Background: an optimization exercise with open tools, aiming at small area, a short achievable clock period and few clock cycles per item. Do not read the settings as production practice. Function was checked by simulation only, so behaviour that the tests miss may differ from the original.

[flow/run.sh]
#!/bin/bash
# synth_recipe.tcl (not shown) runs the flow's synth.tcl, then flattens the netlist and writes it again
# the make line also repeats each setting of config.mk as NAME=value (left out here)
make -C /OpenROAD-flow-scripts/flow DESIGN_CONFIG=/design/flow/config.mk WORK_HOME=/design/flow/orfs CLKGATE_MAP_FILE= SYNTH_SCRIPT=/design/flow/synth_recipe.tcl finish
[flow/design.v]
module v2c_coeff (
    input  wire [2:0] role,
    input  wire [2:0] range,
    output reg  [2:0] q,
    output reg  [7:0] k,
    output reg  [7:0] tb,
    output wire       d7
);
    reg [3:0] p;
    always @(*) begin
        case (role)
            3'd0: begin q = 3'd1; p = 4'd0; end                  
            3'd1: case (range)                                   
                3'd0:    begin q = 3'd7; p = 4'd7; end
                3'd1:    begin q = 3'd7; p = 4'd5; end
                3'd2:    begin q = 3'd6; p = 4'd4; end
                3'd3:    begin q = 3'd5; p = 4'd3; end
                3'd4:    begin q = 3'd4; p = 4'd2; end
                default: begin q = 3'd3; p = 4'd1; end
            endcase
            3'd2, 3'd3: case (range)                             
                3'd0:    begin q = 3'd6; p = 4'd8; end
                3'd1:    begin q = 3'd6; p = 4'd6; end
                3'd2:    begin q = 3'd5; p = 4'd5; end
                3'd3:    begin q = 3'd4; p = 4'd4; end
                3'd4:    begin q = 3'd3; p = 4'd3; end
                default: begin q = 3'd2; p = 4'd2; end
            endcase
            default: begin q = 3'd0; p = 4'd1; end               
        endcase
        k  = 8'd133 - {4'd0, p} - {4'd0, q, 1'b0};
        tb = 8'd150 - {4'd0, p};
    end
    assign d7 = (role == 3'd0) || (role == 3'd1);
endmodule
module v2c_prod (
    input  wire [31:0] f,
    input  wire [2:0]  q,
    input  wire [7:0]  k,       
    input  wire [7:0]  tb,      
    output wire [21:0] ph,      
    output wire        sat,     
    output wire        zero,    
    output wire [4:0]  u,
    output wire        sticky,
    output wire        bad
);
    wire [7:0]  ex  = f[30:23];
    wire        nz  = |ex;
    wire [23:0] m   = {nz, f[22:0]};
    wire [7:0]  exe = nz ? ex : 8'd1;
    assign bad = &ex;
    wire [8:0] us = {1'b0, k} - {1'b0, exe};
    assign sat  = us[8];
    assign zero = !us[8] && (us[7:0] > 8'd21);
    assign u    = us[4:0];
    wire [8:0] ts = {1'b0, tb} - {1'b0, exe};    
    reg st;
    integer i;
    always @(*) begin
        st = 1'b0;
        for (i = 0; i < 24; i = i + 1)
            if (ts[8] == 1'b0 && ts[7:0] > i[7:0]) st = st | m[i];
    end
    assign sticky = st;
    wire [26:0] y1 = {1'b0, m, 2'b0} + (q[0] ? {3'b0, m} : 27'd0);
    wire [30:0] y2 = {y1, 4'b0} + (q[1] ? ({1'b0, y1, 3'b0} + {4'b0, y1}) : 31'd0);
    wire [40:0] y3 = {2'b0, y2, 8'b0} +
                     (q[2] ? ({2'b0, y2, 8'b0} + {3'b0, y2, 7'b0} + {10'b0, y2} - {6'b0, y2, 4'b0}) : 41'd0);
    wire [52:0] pn = {12'b0, y3} + {8'b0, y3, 4'b0} + {4'b0, y3, 8'b0} + {y3, 12'b0};
    assign ph = pn[52:31];
endmodule
module v2c_sprod (
    input  wire [31:0] f,
    output wire [17:0] ph,      
    output wire        sat,
    output wire        zero,
    output wire [4:0]  u,
    output wire        sticky,
    output wire        bad
);
    wire [7:0]  ex  = f[30:23];
    wire        nz  = |ex;
    wire [23:0] m   = {nz, f[22:0]};
    wire [7:0]  exe = nz ? ex : 8'd1;
    assign bad = &ex;
    wire [8:0] us = 9'd130 - {1'b0, exe};
    assign sat  = us[8];
    assign zero = !us[8] && (us[7:0] > 8'd17);
    assign u    = us[4:0];
    wire [8:0] ts = 9'd149 - {1'b0, exe};
    reg st;
    integer i;
    always @(*) begin
        st = 1'b0;
        for (i = 0; i < 24; i = i + 1)
            if (ts[8] == 1'b0 && ts[7:0] > i[7:0]) st = st | m[i];
    end
    assign sticky = st;
    wire [36:0] ps = {13'b0, m} + {9'b0, m, 4'b0} + {5'b0, m, 8'b0} + {1'b0, m, 12'b0};
    assign ph = ps[36:19];
endmodule
module v2c_div #(parameter W = 19) (
    input  wire [W-1:0] n,
    input  wire         d7,
    output reg  [W-1:0] quo,
    output wire         inexact
);
    reg [3:0] v;
    reg [2:0] r;
    integer i;
    always @(*) begin
        r = 3'd0;
        for (i = W - 1; i >= 0; i = i - 1) begin
            v = {r, n[i]};
            if (d7) begin
                quo[i] = (v >= 4'd7);
                r = quo[i] ? (v - 4'd7) : v[2:0];
            end else begin
                quo[i] = (v >= 4'd3);
                r = quo[i] ? (v - 4'd3) : v[2:0];
            end
        end
    end
    assign inexact = (r != 3'd0);
endmodule
module smu_dac_conv (
    input  wire        clk,
    input  wire        rst,         
    input  wire        in_valid,
    output wire        in_ready,
    input  wire [3:0]  in_role,     
    input  wire [7:0]  in_range,    
    input  wire [31:0] in_x,        
    input  wire [31:0] in_cllv,     
    input  wire [31:0] in_clhv,     
    output wire        out_valid,
    input  wire        out_ready,
    output wire [15:0] out_code,
    output wire        out_err      
);
    localparam [2:0] CLLI = 3'd2, CLHI = 3'd3, CLLV = 3'd4, CLHV = 3'd5;
    localparam [15:0] CLLI_MAX = 16'd29127;
    localparam [15:0] CLHI_MIN = 16'd36408;
    localparam [2:0] CAP = 3'd4;       
    reg  [2:0] cnt;                    
    reg        rdy_r;
    wire       acc  = in_valid && rdy_r;
    wire       take;
    wire [2:0] cnt_n = cnt + {2'b0, acc} - {2'b0, take};
    always @(posedge clk) begin
        if (rst) begin
            cnt   <= 3'd0;
            rdy_r <= 1'b1;
        end else begin
            cnt   <= cnt_n;
            rdy_r <= (cnt_n < CAP);
        end
    end
    assign in_ready = rdy_r;
    reg        v0;
    reg [2:0]  role0, range0;
    reg        ok0;
    reg [31:0] x0, c0;
    always @(posedge clk) begin
        v0     <= acc && !rst;
        role0  <= in_role[2:0];
        range0 <= in_range[2:0];
        ok0    <= (in_role < 4'd6) && (in_range < 8'd6);
        x0     <= in_x;
        c0     <= (in_role[2:0] == CLLV) ? in_clhv : in_cllv;
    end
    wire [2:0] q;
    wire [7:0] k, tb;
    wire       d7;
    v2c_coeff u_coeff (.role(role0), .range(range0), .q(q), .k(k), .tb(tb), .d7(d7));
    wire [21:0] ph;
    wire [4:0]  u;
    wire        sat, zero, sticky, bad;
    v2c_prod u_prod (.f(x0), .q(q), .k(k), .tb(tb), .ph(ph), .sat(sat), .zero(zero),
                     .u(u), .sticky(sticky), .bad(bad));
    wire [17:0] phs;
    wire [4:0]  us;
    wire        sats, zeros, stickys, bads;
    v2c_sprod u_sprod (.f(c0), .ph(phs), .sat(sats), .zero(zeros), .u(us),
                       .sticky(stickys), .bad(bads));
    reg        v1;
    reg [2:0]  role1;
    reg        d71, sgn1, sat1, zero1, sticky1, err1;
    reg [4:0]  u1;
    reg [21:0] ph1;
    reg        sgns1, sats1, zeros1, stickys1;
    reg [4:0]  us1;
    reg [17:0] phs1;
    always @(posedge clk) begin
        v1       <= v0 && !rst;
        role1    <= role0;
        d71      <= d7;
        err1     <= !ok0 || bad || (role0[2] && bads);
        sgn1     <= x0[31];
        sat1     <= sat;
        zero1    <= zero;
        sticky1  <= sticky;
        u1       <= u;
        ph1      <= ph;
        sgns1    <= c0[31];
        sats1    <= sats;
        zeros1   <= zeros;
        stickys1 <= stickys;
        us1      <= us;
        phs1     <= phs;
    end
    wire [21:0] nsh  = zero1 ? 22'd0 : (ph1 >> u1);
    wire        ovf  = sat1 || (|nsh[21:19]);
    wire [18:0] quo;
    wire        inx_r;
    v2c_div #(.W(19)) u_div (.n(nsh[18:0]), .d7(d71), .quo(quo), .inexact(inx_r));
    wire        inx  = inx_r || sticky1;
    wire [15:0] cneg = {1'b0, ~quo[14:0]} + {15'd0, !inx};
    reg  [15:0] code_x;
    always @(*) begin
        if (!sgn1) begin
            if (ovf || quo >= 19'd32767) code_x = 16'hFFFF;
            else                         code_x = {1'b1, quo[14:0]};
        end else begin
            if (ovf || quo >= 19'd32768 || (quo == 19'd32767 && inx)) code_x = 16'd0;
            else                                                    code_x = cneg;
        end
    end
    wire [17:0] nss  = zeros1 ? 18'd0 : (phs1 >> us1);
    wire        ovfs = sats1 || nss[17];
    wire [19:0] bsep = (role1 == CLLV) ? 20'd93935 : 20'd102673;
    wire [19:0] ns   = bsep + (sgns1 ? ~{3'b0, nss[16:0]} : {3'b0, nss[16:0]})
                            + {19'd0, sgns1 && !stickys1};
    wire [17:0] quos;
    wire        inxs_unused;
    v2c_div #(.W(18)) u_divs (.n(ns[17:0]), .d7(1'b0), .quo(quos), .inexact(inxs_unused));
    reg  [15:0] code_s;
    always @(*) begin
        if (ovfs)                       code_s = sgns1 ? 16'd0 : 16'hFFFF;
        else if (ns[19])                code_s = 16'd0;
        else if (ns[18:0] >= 19'd196605) code_s = 16'hFFFF;
        else                            code_s = quos[15:0];
    end
    wire [15:0] bound = role1[2] ? code_s : (role1[0] ? CLHI_MIN : CLLI_MAX);
    wire        lower = (role1 == CLLI) || (role1 == CLLV);
    wire        upper = (role1 == CLHI) || (role1 == CLHV);
    wire        below = code_x < bound;
    reg  [15:0] code;
    always @(*) begin
        if (lower)      code = below ? code_x : bound;
        else if (upper) code = below ? bound : code_x;
        else            code = code_x;
    end
    wire [16:0] res = err1 ? 17'h10000 : {1'b0, code};
    reg        ov;
    reg [16:0] ob;                      
    reg [16:0] buf0, buf1, buf2;
    reg [1:0]  bwr, brd;
    reg [1:0]  bcnt;
    assign take = ov && out_ready;
    wire       ofree = !ov || out_ready;
    reg [16:0] bhead;
    always @(*) begin
        case (brd)
            2'd0:    bhead = buf0;
            2'd1:    bhead = buf1;
            default: bhead = buf2;
        endcase
    end
    wire bpush = v1 && (!ofree || bcnt != 2'd0);
    wire bpop  = ofree && bcnt != 2'd0;
    always @(posedge clk) begin
        if (rst) begin
            ov   <= 1'b0;
            bwr  <= 2'd0;
            brd  <= 2'd0;
            bcnt <= 2'd0;
        end else begin
            if (ofree) begin
                if (bcnt != 2'd0) begin
                    ov <= 1'b1;
                    ob <= bhead;
                end else begin
                    ov <= v1;
                    ob <= res;
                end
            end
            if (bpush) begin
                case (bwr)
                    2'd0:    buf0 <= res;
                    2'd1:    buf1 <= res;
                    default: buf2 <= res;
                endcase
                bwr <= (bwr == 2'd2) ? 2'd0 : bwr + 2'd1;
            end
            if (bpop) brd <= (brd == 2'd2) ? 2'd0 : brd + 2'd1;
            bcnt <= bcnt + {1'b0, bpush} - {1'b0, bpop};
        end
    end
    assign out_valid = ov;
    assign out_code  = ob[15:0];
    assign out_err   = ob[16];
endmodule
[flow/constraint.sdc]
create_clock -name core_clock -period 40.0 [get_ports {clk}]
set_input_delay 8.0000 -clock core_clock [delete_from_list [all_inputs] [get_ports {clk}]]
set_output_delay 8.0000 -clock core_clock [all_outputs]
set_load 0.01 [all_outputs]
[flow/config.mk]
export PLATFORM = sky130hd
export DESIGN_NAME = smu_dac_conv
export DESIGN_NICKNAME = smu_dac_conv
export VERILOG_FILES = /design/flow/design.v
export SDC_FILE = /design/flow/constraint.sdc
export NUM_CORES = 4
export LEC_CHECK = 0
export CAP_MARGIN = 20
export CORE_MARGIN = 2
export CORE_UTILIZATION = 40
export SLEW_MARGIN = 20
==> run summary <==
==> cell families (layout without fill, tap and decap cells) <==
kind of cell | after synthesis | in the layout | share of synthesized area (%)
and+or+nand+nor | 1260 | 1260 | 19.60
AOI/OAI and AO/OA | 1183 | 1183 | 25.50
buffers and inverters | 545 | 603 | 6.756
adders and majority gates | 480 | 480 | 21.04
xor gates and xnor gates | 237 | 237 | 6.602
DFF | 215 | 215 | 15.74
muxes | 137 | 137 | 4.757
==> routing by layer <==
| metal | up-vias | share of wire (%) | routed length (um) | track usage [%] |
|---|---|---|---|---|
| met5 | - | 0 | 0 | 0 |
| met4 | 0 | 2.0 | 1633 | 3.874 |
| met3 | 90 | 4.1 | 3333 | 1.592 |
| met2 | 617 | 45 | 36470 | 32.07 |
| met1 | 13130 | 49 | 39360 | 27.02 |
| li1 | 14710 | - | - | - |
==> path summary, 6_finish.rpt <==
| path | start | to | slack [ns] | cells past startpoint |
|---|---|---|---|---|
| setup reg to reg | us1[1] | ob[4] | 17.09 | 96 |
| hold reg to reg | x0[31] | sgn1 | 0.33 | 0 |
| setup / recovery | us1[1] | ob[4] | 17.09 | 96 |
| hold / removal | x0[31] | sgn1 | 0.33 | 0 |
==> Yosys cell counts (68+ instances only) <==
master | count | area, sq um
inv_1 | 398 | 1494
ha_1 | 387 | 4842
nor2_1 | 358 | 1344
a21oi_1 | 306 | 1531
nand2_1 | 263 | 987.2
o21ai_0 | 209 | 1046
nor3_1 | 165 | 825.8
xnor2_1 | 165 | 1445
dfxtp_1 | 147 | 2943
clkbuf_1 | 98 | 367.9
fa_1 | 89 | 1782
o21a_1 | 78 | 585.6
o21bai_1 | 78 | 585.6
mux2i_1 | 71 | 710.7
nand3_1 | 71 | 355.3
a21o_1 | 70 | 525.5
xor2_1 | 70 | 613.1
edfxtp_1 | 68 | 2042
==> worst max-delay path: cells and delay by family (launching register included) <==
family	cells	cell delay, ns
xor gates and xnor gates	12	2.26
adders and majority gates	18	4.61
buffers and inverters	7	0.57
DFF	1	0.95
muxes	4	1.23
AOI/OAI and AO/OA	33	8.98
and+or+nand+nor	22	3.99
==> metrics by stage <==
| stage | hold WS (ns) | worst slack (ns) | std cells |
|---|---|---|---|
| after floorplan | 0.3096 | 20.20 | 4057 |
| after global placement | 0.3119 | 18.14 | 5121 |
| after detailed placement | 0.3161 | 17.45 | 5121 |
| after CTS | 0.3310 | 17.37 | 5165 |
| after global routing | 0.3377 | 14.91 | 5165 |
| final | 0.3288 | 17.09 | 5165 |
==> sequential cells by signal (all words and copies together) (netlist names), 5 cells and up <==
name  flops
phs1     18
x0       32
buf2     17
buf1     17
ob       17
buf0     17
u1        5
ph1      22
us1       5
c0       32
==> area by class of cell <==
type	count	area, sq um
clock inverter	6	105.1
tap	1050	1314
fill	7933	44020
multi-input combinational	3297	24580
sequential	215	4989
inverter	399	1498
clock buffer	38	705.7
timing repair buffer	160	1526
==> out/results.tsv <==
metric	value	unit
status	finished clean	
worst_slew_pin_slew	1.047	ns
drt_iter0_drc	1939	
clk_latency	0.55	ns
ys_async_sr_fraction	0	%
path_max_fanout	31	
ys.flop_type	dfxtp_1	
start_util	40.22	%
finalCritPeriodShare	57.27	%
place_hpwl	64.66	mm
cts_max_path_buffers	3	
placed_cell_area	0.03391	sq mm
start_kind	flip-flop	
cts_setup_buffers	0	
slew_headroom	29.71	%
cts.sink_count	215	
antenna_found_initial	6	
ant_nets	0	
clock_skew	0.01967	ns
die_h	285.4	um
ys_seq_elements	215	
setup_violations	0	
area_growth	9.645	%
cts_root_buf	clkbuf_16	
core	0.07874	sq mm
drt-pass1-iter-count	6	
syn_area_per_cell	7.806	sq um
holdBufCountCts	0	
cts-resized-gates	0	
drive_gt1_share	5.638	%
grt_pass1_wl	133.0	mm
required	40.25	ns
final_core_util	44.10	%
htreeDepth	1	
wl	80.80	mm
final_cell_mix	inv_1 (398), ha_1 (387), nor2_1 (357)	
ys.warnings.count	6	
clk_pin_slew_worst_paths	0.06	ns
diodes	0	
die_w	285.4	um
grtUsageTotal	19.20	%
io_buffers	130	
finalNetCount	4685	
tns	0	ns
cp.arrival	23.16	ns
min_period	22.91	ns
cts_tree	yes	
grt_pass1_vias	26710	
synth_area	0.03167	sq mm
max_freq	43.66	MHz
die_area	0.08144	sq mm
final_common_cell	inv_1	
yosysSeqAreaShare	15.74	%
synth_edf_count	68	
grt_max_degree	82	
fin_area	0.03472	sq mm
slowest_stage	dfxtp_1	
drv_slew	0	
finalHoldViolCount	0	
vias	28540	
post_drt_via_cell_ratio	5.526	
post_drt_wl_per_cell	15.64	um
std_cell_rows	103	
gp_congestion	0.8916	
cpPeakStageDelay	0.95	ns
rsz0062_at_grt	false	
crit_path_frequent_cell	ha_1	
synth_cell_types	121	
grt_remaining_overflow	0	
numCtsBuffers	24	
hp-class	reg -> reg	
critical_path_class	reg -> reg	
syn_inst	4057	
num_io_pins	131	
cap_violations	0	
critPathCaptureType	flip-flop	
drc	0	
syn-num-nets	4645	
Testbench counts, summed over its fixed seeds: cycles 4,824, items 4,800.

[separate check: timing with driven ports]
Ports are ideal in the flow. The routed layout listed here was re-timed in OpenROAD.
Step 1: set_driving_cell puts a clkbuf_16 on clk and a buf_2 on each other input, an assumption about the parent block.
Step 2 times the ports against the registers' clock, not the clock port: input delays grow and output delays shrink by t, the midpoint of the rising clock arrivals with the driver on.
Three values: ideal, step 1, step 2; two values: the first two.
t, ns: 0.605
setup slack, ns: 17.093 / 17.093 / 17.093
hold slack, ns: 0.329 / 0.329 / 0.329
slew at the worst register clock pin (ns): 0.06 / 0.06
pins driven straight from the clock port: 1
After both steps setup and hold are still met in this run. For this run, drivers alone change the setup slack by 0.000 ns; drivers and shift together by 0.000 ns.
